Source: an optimization exercise on an open RTL-to-GDS flow (aim: small area, a short achievable clock period and few clock cycles per item). Production flows keep margins and buffers that such runs may drop.
The RTL was checked by simulation tests, not by an equivalence proof against the original design.
Power and IR drop assume default switching activity.

==> inputs of pepper <==
==> flow/design.v (excerpt) <==
module bcm_encoder (
    input  wire        clk,
    input  wire        rst,
    input  wire        cmd_valid,
    output wire        cmd_ready,
    input  wire [1:0]  cmd_op,
    input  wire [2:0]  cmd_t,
    input  wire [1:0]  cmd_mode,
    input  wire [5:0]  cmd_x,
    input  wire [3:0]  cmd_row,
    input  wire [23:0] cmd_top,
    input  wire [23:0] cmd_bot,
    input  wire [31:0] cmd_val,
    output wire        wr_valid,
    input  wire        wr_ready,
    output wire [12:0] wr_addr,
    output wire [15:0] wr_data,
    output wire        rsp_valid,
    output wire [7:0]  rsp_data
);
    localparam [1:0] OP_ENCODE = 2'd0;
    localparam [1:0] OP_SETBRIGHT = 2'd1;
    localparam [1:0] OP_GETBRIGHT = 2'd2;
    reg [6:0] percent;
    reg [6:0] duty;
    reg       rsp_q;
    reg [47:0] c_ring;      
    reg [2:0]  c_ph;        
    reg        c_done;      
    reg        c_free;      
    wire       c_busy = !c_free;
    reg        c_set;       
    reg [1:0]  c_mode;
    reg [2:0]  c_t;
    reg [5:0]  c_x;
    reg [3:0]  c_row;
    reg [47:0] o_ch;        
    reg        o_valid;
    reg [2:0]  o_j;
    reg [3:0]  o_row;
    reg [5:1]  o_x;
    reg        o_x0n;       
    reg [2:0]  o_s;         
    reg [3:0]  o_a;         
    reg        o_lat;
    reg        o_oe;
    wire take = cmd_valid && c_free;
    wire o_last = o_valid && (o_j == 3'd7);
    wire o_adv  = !o_valid || wr_ready;
    wire o_load = !o_valid || (o_j == 3'd7);
    wire o_free = !o_valid || (o_j == 3'd7);
    wire aligned = (c_ph == 3'd0);
    wire c_gam = (c_mode != 2'd0) && !c_set;
    wire mv_rdy = c_busy && !c_set && aligned && (c_done || !c_gam);
    wire move  = mv_rdy && o_adv && o_load;
  ...
==> module bcm_encoder, before the edit <==
module bcm_encoder (
    input  wire        clk,
    input  wire        rst,
    input  wire        cmd_valid,
    output wire        cmd_ready,
    input  wire [1:0]  cmd_op,
    input  wire [2:0]  cmd_t,
    input  wire [1:0]  cmd_mode,
    input  wire [5:0]  cmd_x,
    input  wire [3:0]  cmd_row,
    input  wire [23:0] cmd_top,
    input  wire [23:0] cmd_bot,
    input  wire [31:0] cmd_val,
    output wire        wr_valid,
    input  wire        wr_ready,
    output wire [12:0] wr_addr,
    output wire [15:0] wr_data,
    output wire        rsp_valid,
    output wire [7:0]  rsp_data
);
    localparam [1:0] OP_ENCODE = 2'd0;
    localparam [1:0] OP_SETBRIGHT = 2'd1;
    localparam [1:0] OP_GETBRIGHT = 2'd2;
    reg [6:0] percent;
    reg [6:0] duty;
    reg       rsp_q;
    reg [47:0] c_ring;      
    reg [2:0]  c_ph;        
    reg        c_done;      
    reg        c_free;      
    wire       c_busy = !c_free;
    reg        c_set;       
    reg [1:0]  c_mode;
    reg [2:0]  c_t;
    reg [5:0]  c_x;
    reg [3:0]  c_row;
    reg [47:0] o_ch;        
    reg        o_valid;
    reg [2:0]  o_j;
    reg [3:0]  o_row;
    reg [5:1]  o_x;
    reg        o_x0n;       
    reg [2:0]  o_s;         
    reg [3:0]  o_a;         
    reg        o_lat;
    reg        o_oe;
    wire take = cmd_valid && c_free;
    wire o_last = o_valid && (o_j == 3'd7);
    wire o_adv  = !o_valid || wr_ready;
    wire o_load = !o_valid || (o_j == 3'd7);
    wire o_free = !o_valid || (o_j == 3'd7);
    wire aligned = (c_ph == 3'd0);
    wire c_gam = (c_mode != 2'd0) && !c_set;
    wire mv_rdy = c_busy && !c_set && aligned && (c_done || !c_gam);
    wire move  = mv_rdy && o_adv && o_load;
    wire apply = c_busy && c_set && aligned && c_done && o_free;
    wire       val_big = (|cmd_val[30:7]) || (cmd_val[6:0] > 7'd100);
    wire [6:0] val_clamp = cmd_val[31] ? 7'd0 : (val_big ? 7'd100 : cmd_val[6:0]);
    wire [47:0] ring_in = {cmd_bot[7:0], cmd_bot[15:8], cmd_bot[23:16],
                           cmd_top[7:0], cmd_top[15:8],
                           (cmd_op == OP_SETBRIGHT) ? {1'b0, val_clamp} : cmd_top[23:16]};
    wire [7:0] s_idx;
    bcm_lidx u_lidx (.p(c_ring[6:0]), .y(s_idx));
    wire       s_first = c_busy && c_set && (c_ph == 3'd0) && !c_done;
    wire [7:0] gam_out;
    bcm_gamma u_gam (.v(c_ring[7:0]), .y(gam_out));
    wire [7:0] rot_in = s_first ? s_idx : (c_gam && !c_done) ? gam_out : c_ring[7:0];
    wire [6:0] s_lin = {1'b0, c_ring[7:2]} + {6'd0, (c_ring[1:0] != 2'd0)};
    wire [6:0] s_cb  = {1'b0, gam_out[7:2]} + {6'd0, gam_out[1]};
    wire [6:0] duty_new = (c_mode == 2'd0) ? s_lin :
                          (c_mode == 2'd2 && percent != 7'd0 && s_cb == 7'd0) ? 7'd1 : s_cb;
    wire        oe_m = (c_x == 6'd0) || (c_x == 6'd63) || ({1'b0, c_x} >= duty);
    wire [6:0]  oe_thr = (o_s != 3'd0) ? (duty >> o_s) : duty;  
    wire [5:0]  o_xf = {o_x, ~o_x0n};
    wire        oe_n = (o_xf == 6'd0) || o_lat || ({1'b0, o_xf} >= oe_thr);
    always @(posedge clk) begin
        if (c_free) begin
            c_ring <= ring_in;
            c_ph <= 3'd0;
            c_done <= 1'b0;
        end else begin
            c_ring <= {rot_in, c_ring[47:8]};
            c_ph <= (c_ph >= 3'd5) ? 3'd0 : c_ph + 3'd1;
            if (c_ph == 3'd5)
                c_done <= 1'b1;
        end
        if (c_free) begin
            c_set <= (cmd_op == OP_SETBRIGHT);
            c_mode <= cmd_mode;
            c_t <= cmd_t;
            c_x <= cmd_x;
            c_row <= cmd_row;
        end
        if (o_adv) begin
            if (o_load) begin
                o_ch <= c_ring;
                o_row <= c_row;
                o_x <= c_x[5:1];
                o_x0n <= ~c_x[0];
                o_s <= c_t;
                o_a <= c_row - 4'd1;
                o_lat <= (c_x == 6'd63);
                o_oe <= oe_m;
                o_j <= 3'd0;
            end else begin
                o_ch <= {1'b0, o_ch[47:41], 1'b0, o_ch[39:33], 1'b0, o_ch[31:25],
                         1'b0, o_ch[23:17], 1'b0, o_ch[15:9], 1'b0, o_ch[7:1]};
                o_a <= o_row;
                if (o_s != 3'd0)
                    o_s <= o_s - 3'd1;
                o_oe <= oe_n;
                o_j <= o_j + 3'd1;
            end
        end
        if (s_first)
            percent <= c_ring[6:0];
        if (apply)
            duty <= duty_new;
        if (rst) begin
            c_free <= 1'b1;
            o_valid <= 1'b0;
            rsp_q <= 1'b0;
            percent <= 7'd100;
            duty <= 7'd64;
        end else begin
            if (take && (cmd_op == OP_ENCODE || cmd_op == OP_SETBRIGHT)) begin
                c_free <= 1'b0;
            end else if (move || apply) begin
                    c_free <= 1'b1;
            end
            if (o_adv && o_load)
                o_valid <= mv_rdy;
            rsp_q <= take && (cmd_op == OP_SETBRIGHT || cmd_op == OP_GETBRIGHT);
        end
    end
    assign cmd_ready = c_free;
    assign wr_valid = o_valid;
    assign wr_addr = {o_row, o_j, o_x, o_x0n};
    assign wr_data = {4'b0000, o_a, o_oe, o_lat,
                      o_ch[40], o_ch[32], o_ch[24], o_ch[16], o_ch[8], o_ch[0]};
    assign rsp_valid = rsp_q;
    assign rsp_data = {1'b0, percent};
endmodule
export LEC_CHECK = 0
export ABC_AREA = 1
export CAP_MARGIN = 20
export CORE_MARGIN = 2
export CORE_UTILIZATION = 40
export SLEW_MARGIN = 20
create_clock -name core_clock -period 18.0 [get_ports {clk}]
standard.sh (not shown) runs the stock make flow with config.mk's settings and CLKGATE_MAP_FILE= SYNTH_SCRIPT=/design/flow/synth_recipe.tcl, a recipe that flattens the netlist after the stock synthesis.
==> flow/flow/run.sh <==
#!/bin/bash
# ORFS layout through the standard.sh, with these changes to how it is made:
#  - synthesis: the standard script, but ABC maps the logic with an area
#    script (strash; dch -f; amap), Yosys does not extract half/full adders and
#    inserts no buffers between register outputs and output ports (the port
#    buffers below are still inserted). Registers are mapped before ABC runs,
#    so they are the standard ones;
#  - port buffers are sky130_fd_sc_hd__buf_1 instead of the default delay buffer;
#  - CTS uses sky130_fd_sc_hd__clkbuf_8 and inserts no dummy loads;
#  - timing repair aims for a setup slack margin of 13 ns (the SDC is unchanged).
# Each step's full output goes to a log file in this folder.
set -euo pipefail
W=$PWD
rm -rf "$W/scripts_area"
cp -r "$FLOW_HOME/scripts" "$W/scripts_area"
printf 'strash\ndch -f\namap\ntopo\n' > "$W/scripts_area/abc_area.script"
export BUFFER_PORTS_ARGS="-buffer_cell sky130_fd_sc_hd__buf_1"
export CTS_ARGS="-sink_clustering_enable -repair_clock_nets -dont_use_dummy_load -buf_list sky130_fd_sc_hd__clkbuf_8"
export SETUP_SLACK_MARGIN=13.5
bash standard.sh SCRIPTS_DIR="$W/scripts_area" ADDER_MAP_FILE= SYNTH_INSBUF=0 synth > flow_synth.log 2>&1
bash standard.sh > flow_layout.log 2>&1
==> delta: changes against pepper <==
--- a/flow/design.v
+++ b/flow/design.v
@@ -782,3 +782,3 @@
     reg        c_free;      
-    wire       c_busy = !c_free;
+    reg        c_busy;      
     reg        c_set;       
@@ -808,9 +808,9 @@
     wire apply = c_busy && c_set && aligned && c_done && o_free;
-    wire       val_big = (|cmd_val[30:7]) || (cmd_val[6:0] > 7'd100);
-    wire [6:0] val_clamp = cmd_val[31] ? 7'd0 : (val_big ? 7'd100 : cmd_val[6:0]);
+    wire [7:0] val_in = cmd_val[31] ? 8'd0 : {(|cmd_val[30:7]), cmd_val[6:0]};
     wire [47:0] ring_in = {cmd_bot[7:0], cmd_bot[15:8], cmd_bot[23:16],
                            cmd_top[7:0], cmd_top[15:8],
-                           (cmd_op == OP_SETBRIGHT) ? {1'b0, val_clamp} : cmd_top[23:16]};
+                           (cmd_op == OP_SETBRIGHT) ? val_in : cmd_top[23:16]};
+    wire [6:0] s_pct = (c_ring[7] || c_ring[6:0] > 7'd100) ? 7'd100 : c_ring[6:0];
     wire [7:0] s_idx;
-    bcm_lidx u_lidx (.p(c_ring[6:0]), .y(s_idx));
+    bcm_lidx u_lidx (.p(s_pct), .y(s_idx));
     wire       s_first = c_busy && c_set && (c_ph == 3'd0) && !c_done;
@@ -828,3 +828,3 @@
     always @(posedge clk) begin
-        if (c_free) begin
+        if (!c_busy) begin
             c_ring <= ring_in;
@@ -838,3 +838,3 @@
         end
-        if (c_free) begin
+        if (!c_busy) begin
             c_set <= (cmd_op == OP_SETBRIGHT);
@@ -857,4 +857,4 @@
             end else begin
-                o_ch <= {1'b0, o_ch[47:41], 1'b0, o_ch[39:33], 1'b0, o_ch[31:25],
-                         1'b0, o_ch[23:17], 1'b0, o_ch[15:9], 1'b0, o_ch[7:1]};
+                o_ch <= {c_ring[47], o_ch[47:41], c_ring[39], o_ch[39:33], c_ring[31], o_ch[31:25],
+                         c_ring[23], o_ch[23:17], c_ring[15], o_ch[15:9], c_ring[7], o_ch[7:1]};
                 o_a <= o_row;
@@ -867,3 +867,3 @@
         if (s_first)
-            percent <= c_ring[6:0];
+            percent <= s_pct;
         if (apply)
@@ -872,2 +872,3 @@
             c_free <= 1'b1;
+            c_busy <= 1'b0;
             o_valid <= 1'b0;
@@ -879,4 +880,6 @@
                 c_free <= 1'b0;
+                c_busy <= 1'b1;
             end else if (move || apply) begin
-                    c_free <= 1'b1;
+                c_free <= 1'b1;
+                c_busy <= 1'b0;
             end
--- a/flow/flow/run.sh
+++ b/flow/flow/run.sh
@@ -9,3 +9,3 @@
 #  - CTS uses sky130_fd_sc_hd__clkbuf_8 and inserts no dummy loads;
-#  - timing repair aims for a setup slack margin of 13 ns (the SDC is unchanged).
+#  - timing repair aims for a setup slack margin of 13.45 ns (the SDC is unchanged).
 # Each step's full output goes to a log file in this folder.
@@ -18,3 +18,3 @@
 export CTS_ARGS="-sink_clustering_enable -repair_clock_nets -dont_use_dummy_load -buf_list sky130_fd_sc_hd__clkbuf_8"
-export SETUP_SLACK_MARGIN=13.5
+export SETUP_SLACK_MARGIN=13.45
 bash standard.sh SCRIPTS_DIR="$W/scripts_area" ADDER_MAP_FILE= SYNTH_INSBUF=0 synth > flow_synth.log 2>&1
--- a/flow/config.mk
+++ b/flow/config.mk
@@ -10,3 +10,4 @@
 export CORE_MARGIN = 2
-export CORE_UTILIZATION = 40
+export CORE_UTILIZATION = 65
+export PLACE_DENSITY = 0.75
 export SLEW_MARGIN = 20
==> summary of the runs <==
- Between pepper and delta, the lower sequential share of layout area is in pepper (gap 1.8 points).
- Against pepper, the global-route usage of delta is higher by 18 points.
- Combinational power: pepper is smaller than delta (about 6%).
- Between pepper and delta, the lower wire length is in pepper (gap about 15%, measured against delta).
- Via count: pepper is lower than delta (about 12%).
- Against delta, the sequential cell count of pepper is lower by 1.
- Of pepper and delta, delta has the higher setup slack (gap 0.030 ns).
- In delta the fmax is higher than in pepper, by about 0.65%.
- In pepper the non-clock buffer count is higher than in delta, by 7.
Testbench counts of pepper, summed over its fixed seeds: cycles 131,262, items 16,384.
Testbench counts of delta, summed over its fixed seeds: cycles 131,262, items 16,384.

[afterwards: timing with drivers on the ports]
In the flow no input, the clock included, has a driving cell. The finished layouts below were timed again as built, in two steps. Step 1: set_driving_cell puts a clkbuf_16 on clk and a buf_2 on each other input, an assumption about the parent block. Step 2 moves the port delays by t, midway between the first and last clock arrival at a register: inputs arrive t later, outputs are due t later. That takes back most of the time a late clock gives input paths. a / b / c = ideal / step 1 / step 2; a / b = the first two.
run | t, ns | setup WS [ns] | hold WS [ns] | worst setup path at the end | worst slew at a driven data input, ns
pepper | 0.485 | 13.279 / 13.300 / 12.815 | 0.452 / 0.452 / 0.452 | input to register | 0.06
delta | 0.500 | 13.310 / 13.270 / 12.892 | 0.443 / 0.443 / 0.443 | input to register | 0.05
After both steps every run listed still meets setup and hold. The setup slack of pepper, which loses most, moves by +0.021 ns with the drivers and by -0.464 ns with both steps.
